This design comes from an exercise in tuning for small area on the open sky130 flow, not from production work. In this exercise RTL edits were held to simulation tests only and were not proved equivalent to the original. Power and IR drop assume default switching activity.

==> flow/config.mk <==
export PLATFORM = sky130hd
export DESIGN_NAME = vcsk_core
export DESIGN_NICKNAME = vcsk_core
export VERILOG_FILES = /design/flow/design.v
export SDC_FILE = /design/flow/constraint.sdc
export NUM_CORES = 4
export LEC_CHECK = 0
export CAP_MARGIN = 20
export CORE_MARGIN = 2
export CORE_UTILIZATION = 40
export SLEW_MARGIN = 20
==> flow/constraint.sdc <==
create_clock -name core_clock -period 44.0 [get_ports {clk}]
set_input_delay 8.8000 -clock core_clock [delete_from_list [all_inputs] [get_ports {clk}]]
set_output_delay 8.8000 -clock core_clock [all_outputs]
set_load 0.01 [all_outputs]
==> flow/design.v <==
module vcsk_channel (
    input  wire        tick,        
    input  wire        cfg_we,      
    input  wire [4:0]  cfg_div,
    input  wire [3:0]  cfg_mode,
    input  wire [15:0] cfg_vol,
    input  wire [4:0]  divide,
    input  wire [3:0]  mode,
    input  wire [15:0] volume,
    input  wire [5:0]  counter,
    input  wire [3:0]  reg4,
    input  wire [4:0]  reg5,
    output wire [4:0]  n_divide,
    output wire [3:0]  n_mode,
    output wire [15:0] n_volume,
    output wire [5:0]  n_counter,
    output wire [3:0]  n_reg4,
    output wire [4:0]  n_reg5
);
    wire       wrap = (counter > {divide, 1'b0});
    wire [5:0] cnt_next = wrap ? 6'd0 : counter + 6'd1;
    wire       fire = tick & (wrap | (counter == {1'b0, divide}));
    wire       nz5   = (reg5 != 5'd0);
    wire [3:0] step4 = (reg4 != 4'd0) ? {reg4[2:0], reg4[3] ^ reg4[2]} : 4'd1;
    wire [5:0] step5 = nz5 ? {reg5, reg5[4] ^ reg5[2]} : 6'd1;
    wire [3:0] fill1 = {reg4[2:0], 1'b1};
    wire [3:0] div2  = {reg4[2:0], ~reg4[0]};
    wire       div6_nb = ~(~reg4[2] & (reg4[2:0] != 3'd0));
    wire [3:0] div6  = {~reg4[2:0], div6_nb};
    wire       nz9   = nz5 || (reg4 != 4'd0);
    wire [5:0] s9_r5 = nz9 ? {reg5, reg4[3] ^ reg5[4]} : 6'd1;
    wire [3:0] s9_r4 = {reg4[2:0], s9_r5[5]};
    wire       gate31 = (step5[3:0] == 4'h8);
    wire       gateb4 = step5[4];
    reg [3:0] f4;
    reg [4:0] f5;
    always @(*) begin
        f4 = reg4;
        f5 = reg5;
        case (mode)
            4'd0, 4'd11:  f4 = fill1;
            4'd1:         f4 = step4;
            4'd4, 4'd5:   f4 = div2;
            4'd12, 4'd13: f4 = div6;
            4'd8: begin
                f4 = s9_r4;
                f5 = s9_r5[4:0];
            end
            4'd2: begin
                f5 = step5[4:0];
                if (gate31) f4 = step4;
            end
            4'd3: begin
                f5 = step5[4:0];
                if (gateb4) f4 = step4;
            end
            4'd6: begin
                f5 = step5[4:0];
                if (gate31) f4 = div2;
            end
            4'd7: begin
                f5 = step5[4:0];
                if (gateb4) f4 = div2;
            end
            4'd9: begin
                f5 = step5[4:0];
                f4 = {reg4[2:0], step5[5]};
            end
            4'd10: begin
                f5 = step5[4:0];
                if (gate31) f4 = {reg4[2:0], step5[4]};
            end
            4'd14: begin
                f5 = step5[4:0];
                if (gate31) f4 = div6;
            end
            default: begin  
                f5 = step5[4:0];
                if (gateb4) f4 = div6;
            end
        endcase
    end
    assign n_counter = tick ? cnt_next : counter;
    assign n_reg4    = fire ? f4 : reg4;
    assign n_reg5    = fire ? f5 : reg5;
    assign n_divide  = cfg_we ? cfg_div  : divide;
    assign n_mode    = cfg_we ? cfg_mode : mode;
    assign n_volume  = cfg_we ? cfg_vol  : volume;
endmodule
module vcsk_core (
    input  wire        clk,
    input  wire        rst,
    input  wire        cmd_valid,
    output wire        cmd_ready,
    input  wire [31:0] cmd_data,
    output wire        rsp_valid,
    output wire [31:0] rsp_data,
    output wire        rsp_err
);
    localparam NCH = 32;
    localparam W   = 40;    
    reg [NCH*W-1:0] ring;
    reg [4:0]       pos;
    reg             clr;
    reg             inpass;
    reg [15:0]      acc;
    wire [1:0] op  = cmd_data[31:30];
    wire [4:0] ch  = cmd_data[29:25];
    wire refused = ((op == 2'b00) && (cmd_data[29:0] != 30'd0)) ||
                   (op[1] && (cmd_data[24:0] != 25'd0));
    wire hit     = (pos == ch);
    wire is_smp  = (op == 2'b00) && !refused;
    wire is_cfg  = (op == 2'b01);
    wire is_rdc  = (op == 2'b10) && !refused;
    wire is_rda  = (op == 2'b11) && !refused;
    wire running = is_smp && (inpass || (pos == 5'd0));
    wire tick    = cmd_valid && running;
    assign cmd_ready = refused || (is_smp ? (running && pos == 5'd31) : hit);
    assign rsp_valid = cmd_valid && cmd_ready;
    assign rsp_err   = refused;
    wire [W-1:0] head = ring[W-1:0];
    wire [4:0]  e_div  = clr ? pos : head[4:0];
    wire [3:0]  e_mode = head[8:5]   & {4{~clr}};
    wire [15:0] e_vol  = head[24:9]  & {16{~clr}};
    wire [5:0]  e_cnt  = head[30:25] & {6{~clr}};
    wire [3:0]  e_r4   = head[34:31] & {4{~clr}};
    wire [4:0]  e_r5   = head[39:35] & {5{~clr}};
    wire [4:0]  n_div;
    wire [3:0]  n_mode;
    wire [15:0] n_vol;
    wire [5:0]  n_cnt;
    wire [3:0]  n_r4;
    wire [4:0]  n_r5;
    vcsk_channel u_ch (
        .tick     (tick),
        .cfg_we   (cmd_valid && is_cfg && hit),
        .cfg_div  (cmd_data[24:20]),
        .cfg_mode (cmd_data[19:16]),
        .cfg_vol  (cmd_data[15:0]),
        .divide   (e_div),
        .mode     (e_mode),
        .volume   (e_vol),
        .counter  (e_cnt),
        .reg4     (e_r4),
        .reg5     (e_r5),
        .n_divide (n_div),
        .n_mode   (n_mode),
        .n_volume (n_vol),
        .n_counter(n_cnt),
        .n_reg4   (n_r4),
        .n_reg5   (n_r5)
    );
    wire [15:0] add_a = acc & {16{inpass}};
    wire [15:0] add_b = (e_vol & {16{(tick && n_r4[3]) || is_rdc}}) |
                        {15'd0, is_rda && e_r4[3]};
    wire [15:0] sum   = add_a + add_b;
    assign rsp_data[15:0]  = sum;
    assign rsp_data[31:16] = is_rdc ? {2'b01, ch, e_div, e_mode} : {16{sum[15]}};
    always @(posedge clk) begin
        ring <= {n_r5, n_r4, n_cnt, n_vol, n_mode, n_div, ring[NCH*W-1:W]};
        acc  <= sum;
        if (rst) begin
            pos    <= 5'd0;
            clr    <= 1'b1;
            inpass <= 1'b0;
        end else begin
            pos    <= pos + 5'd1;
            if (pos == 5'd31)
                clr <= 1'b0;
            inpass <= tick && (pos != 5'd31);
        end
    end
endmodule
==> flow/run.sh <==
#!/bin/bash
# synth_recipe.tcl (not shown) runs the flow's synth.tcl, then flattens the netlist and writes it again
# the make line also repeats each setting of config.mk as NAME=value (left out here)
make -C /OpenROAD-flow-scripts/flow DESIGN_CONFIG=/design/flow/config.mk WORK_HOME=/design/flow/orfs CLKGATE_MAP_FILE= SYNTH_SCRIPT=/design/flow/synth_recipe.tcl finish
==> notes.md <==
worst min path at each step:
stage	slack [ps]	startpoint	end
floorplan	310	ring[40]	ring[0]
global placement	310	ring[1070]	ring[1030]
detailed placement	310	ring[198]	ring[158]
CTS	290	ring[829]	ring[789]
global route	300	ring[829]	ring[789]
finish	290	ring[829]	ring[789]
synthesized netlist by cell type, types with 4 or more instances:
master	count	area (µm²)
clkbuf_1	14	52.6
ha_1	25	313
nor4_1	6	37.5
and2_1	16	100
mux2i_1	9	90.1
a211oi_1	6	45.0
nand4_1	6	37.5
o22ai_1	4	25.0
nor2b_1	16	100
xnor2_1	14	123
dfxtp_1	1303	26100
nand3_1	8	40.0
nor2_1	60	225
nor3_1	11	55.1
nand2_1	67	251
mux2_2	5	56.3
and3_1	4	25.0
nand2b_1	10	62.6
o211ai_1	5	37.5
o21a_1	4	30.0
a21o_1	4	30.0
xor2_1	5	43.8
buf_2	4	20.0
inv_1	21	78.8
o21ai_0	50	250
a21oi_1	40	200
logic make-up after synthesis:
group                    synth area share, %
flip-flops                              89.5
adder cells (fa/ha/maj)                 1.14
XOR/XNOR                               0.653
AO/OA/AOI/OAI                           3.47
buffers and inverters                  0.764
multiplexers                           0.657
AND/OR/NAND/NOR                         3.79
placed cells by master, fill, tap and decap left out, drive strengths merged, types with 4 or more instances in the layout:
| cell | instances |
|---|---|
| a211oi | 8 |
| a21o | 4 |
| a21oi | 42 |
| and2 | 18 |
| and3 | 4 |
| buf | 5 |
| bufinv | 10 |
| clkbuf | 171 |
| clkdlybuf4s50 | 69 |
| clkinv | 27 |
| dfxtp | 1303 |
| ha | 25 |
| inv | 22 |
| mux2 | 5 |
| mux2i | 10 |
| nand2 | 67 |
| nand2b | 10 |
| nand3 | 8 |
| nand4 | 6 |
| nor2 | 60 |
| nor2b | 17 |
| nor3 | 11 |
| nor4 | 6 |
| o211ai | 5 |
| o21a | 4 |
| o21ai | 52 |
| o22ai | 4 |
| o31ai | 4 |
| xnor2 | 14 |
| xor2 | 5 |
registers in the layout, summed over array words and instances (netlist names):
name / flops
acc: 16
clr: 1
inpass: 1
pos: 5
ring: 1280
stage by stage:
stage                     area (µm²)  worst slack, ps  utilization, %
after CTS                      35000            20280            48.7
after global routing           35000            19760            48.7
final                          35000            20110            48.7
after floorplan                29100            22550               -
after global placement         30900            20410            43.0
after detailed placement       30900            20350            43.0
metal layers:
layer	vias up	global-route usage, %	share of wire [%]
li1	6118	-	-
met1	5873	17.0	53
met2	323	14.5	37
met3	92	4.08	7.8
met4	2	4.52	2.3
met5	-	0	0.027
final cells by class:
| class | count | area (µm²) | area share, % |
|---|---|---|---|
| multi-input cells | 440 | 2830 | 8.10 |
| inverters | 21 | 78.8 | 0.225 |
| repair buffers | 74 | 728 | 2.08 |
| clock inverters | 40 | 636 | 1.82 |
| well taps | 950 | 1190 | 3.40 |
| flip-flops and latches | 1303 | 26100 | 74.6 |
| clock buffers | 171 | 3430 | 9.80 |
worst max-delay path, delay by kind of cell:
family	cells	cell delay, ps
AOI/OAI and AO/OA	7	2480
and+or+nand+nor	5	1990
buffers and inverters	3	1150
adders and majority gates	2	660
power groups by stage:
stage | Combinational [W] | Clock (W) | Sequential [W]
after global placement | 0.00000983 | 0 | 0.00122
after global routing | 0.0000111 | 0.00110 | 0.00119
final | 0.0000105 | 0.00102 | 0.00119
after detailed placement | 0.0000103 | 0 | 0.00122
after CTS | 0.0000103 | 0.00105 | 0.00119
after floorplan | 0.00000427 | 0 | 0.00122
==> flow_summary.ini <==
[outcome]
outcome = finished clean

[cts]
cts_num_sinks = 1303
post_cts_resized = 0
htreeDepth = 3
tritoncts = built
path_clk_slew_ps = 60
clock-root-buffer = clkbuf_16
clk_path_buf_depth = 3
cts_hold_buf = 0
cts.repair_timing.setup_buffer_count = 0
worstSkewPairLatency_ps = 690
tritoncts.num_buffers = 113

[setup_path]
critical-path-top-cell-by-count = o21ai_0
cp_slowest_cell = a2111oi_0
rrSetupSlack_ps = 37550
worst_setup_path_startpoint = cmd_data[28]
timing.critical_path.cells = clkdlybuf4s50_1, nor2_1, nand2_1, or4_1, o21a_1, o21ai_0, ha_1, inv_1, fa_1, nor2b_1, o21ai_0, a21boi_0, o21ai_0, a2111oi_0, o211ai_1, nand3b_1, clkdlybuf4s50_1
cp-endpoint = rsp_data[14]
path_class = input port to output pin
worst-r2r-cell-count = 19
crit_arrival_ps = 15090
worstSetupEndpointType = output pin
worstPathRequired_ps = 35200
worst-path-max-fanout = 16
reg2reg_to = acc[14]
startpoint_type = input port
cpPeakStageDelay_ps = 940
r2r_start = clr

[routing]
antenna_left = 0
avgViaCountPerCell = 4.14
drt_pre_antenna_iters = 5
route.vias.total = 12400
routed_wire_length_per_instance_um = 13.8
drt_wl_total_um = 41500
drt_drc_violations_left = 0
detail_route.iter0.violations = 888

[floorplanning]
floorplan.io_pins = 70
fp.dieW_um = 274
initial_util_pct = 40.6
chipHeight_um = 274
dieArea_um2 = 75000
row_count = 98
design.core.area_um2 = 71900

[power_and_ir_drop]
total_power_w = 0.00222
p_comb_share_pct = 0.5
cellInternalPower_w = 0.00180
switching_share_pct = 19.1
power.sequential.fraction_pct = 53.7
pwr-share-clk_pct = 45.8
power_per_cell_area_nw_per_um2 = 63.5
worst_ir_drop_vdd_mv = 0.0374
power.static_leakage_nw = 13.9
netSwitchingPower_w = 0.000424

[yosys]
yosys_warnings = 2
synth_ff_type = dfxtp_1
synth_enable_flop_cells = 0
synth_nets = 1850
ys_seq_area_share_pct = 89.5
postSynthCellCount = 1789
synthesis.area_um2 = 29100
yosys.cell_types.count = 77
syn-mean-instance-area_um2 = 16.3
synth_async_reset_ratio_pct = 0
synth.ff_latch_count = 1303

[finish]
stdcell_count = 2999
fin_nets = 2014
share_of_cells_above_drive_strength_1_pct = 10.9
syn_to_final_growth_pct = 20.0
layout.filler_cells = 6040
antenna-diode-count = 0

[hold_path]
worstHoldPathCells = 0
worst_hold_path_type = flip-flop to flip-flop

[place]
buffer_ports.inserted = 69
hpwl_um = 25400
gp_routability_congestion = 0.819
dpl.cell_count = 2788

[timing]
rsz0062_at_grt = false
timing.fmax_mhz = 41.9
finalHoldViolCount = 0
skew_ps = 54.0
finalSetupViolCount = 0
worst_slew_pin_slew_ps = 968
fin_worst_hold_slack_ps = 287
remaining_max_slew_budget_at_the_tightest_pin_pct = 33.8
final.period_utilization_pct = 54.3
finalSetupTns_ps = 0
slew_viol_final = 0
final_period_minus_worst_setup_slack_ps = 23890

[grt]
grt_use_total_pct = 11.3
number_of_global_route_vias_before_repair = 12400
grt_overflow_total = 0
grt_pass1_wl_um = 66100
antenna_found_initial = 1
grt_start_max_net_pins = 39

[job]
drv_cap = 0

[afterwards: timing with drivers on the ports]
The flow's constraints put no driver on any port. The routed layout listed below was extracted and timed again, unchanged, in two steps. Step 1 (the two cells are an assumption about what drives the block):
set clk [get_ports {clk}]
set_driving_cell -lib_cell sky130_fd_sc_hd__clkbuf_16 $clk
set_driving_cell -lib_cell sky130_fd_sc_hd__buf_2 [delete_from_list [all_inputs] $clk]
Step 2 times the ports against the registers' clock, not the clock port: input delays grow and output delays shrink by t, the midpoint of the rising clock arrivals with the driver on. a / b / c = no drivers / after step 1 / after step 2; a / b = the first two.
shift t [ns]: 0.716
setup slack, ns: 20.105 / 20.082 / 20.082
hold slack, ns: 0.287 / 0.287 / 0.287
slew at the worst register clock pin (ns): 0.07 / 0.07
cell pins on the clock port's net: 1
After both steps setup and hold are still met in this run. For this run, drivers alone change the setup slack by -0.023 ns; drivers and shift together by -0.023 ns.
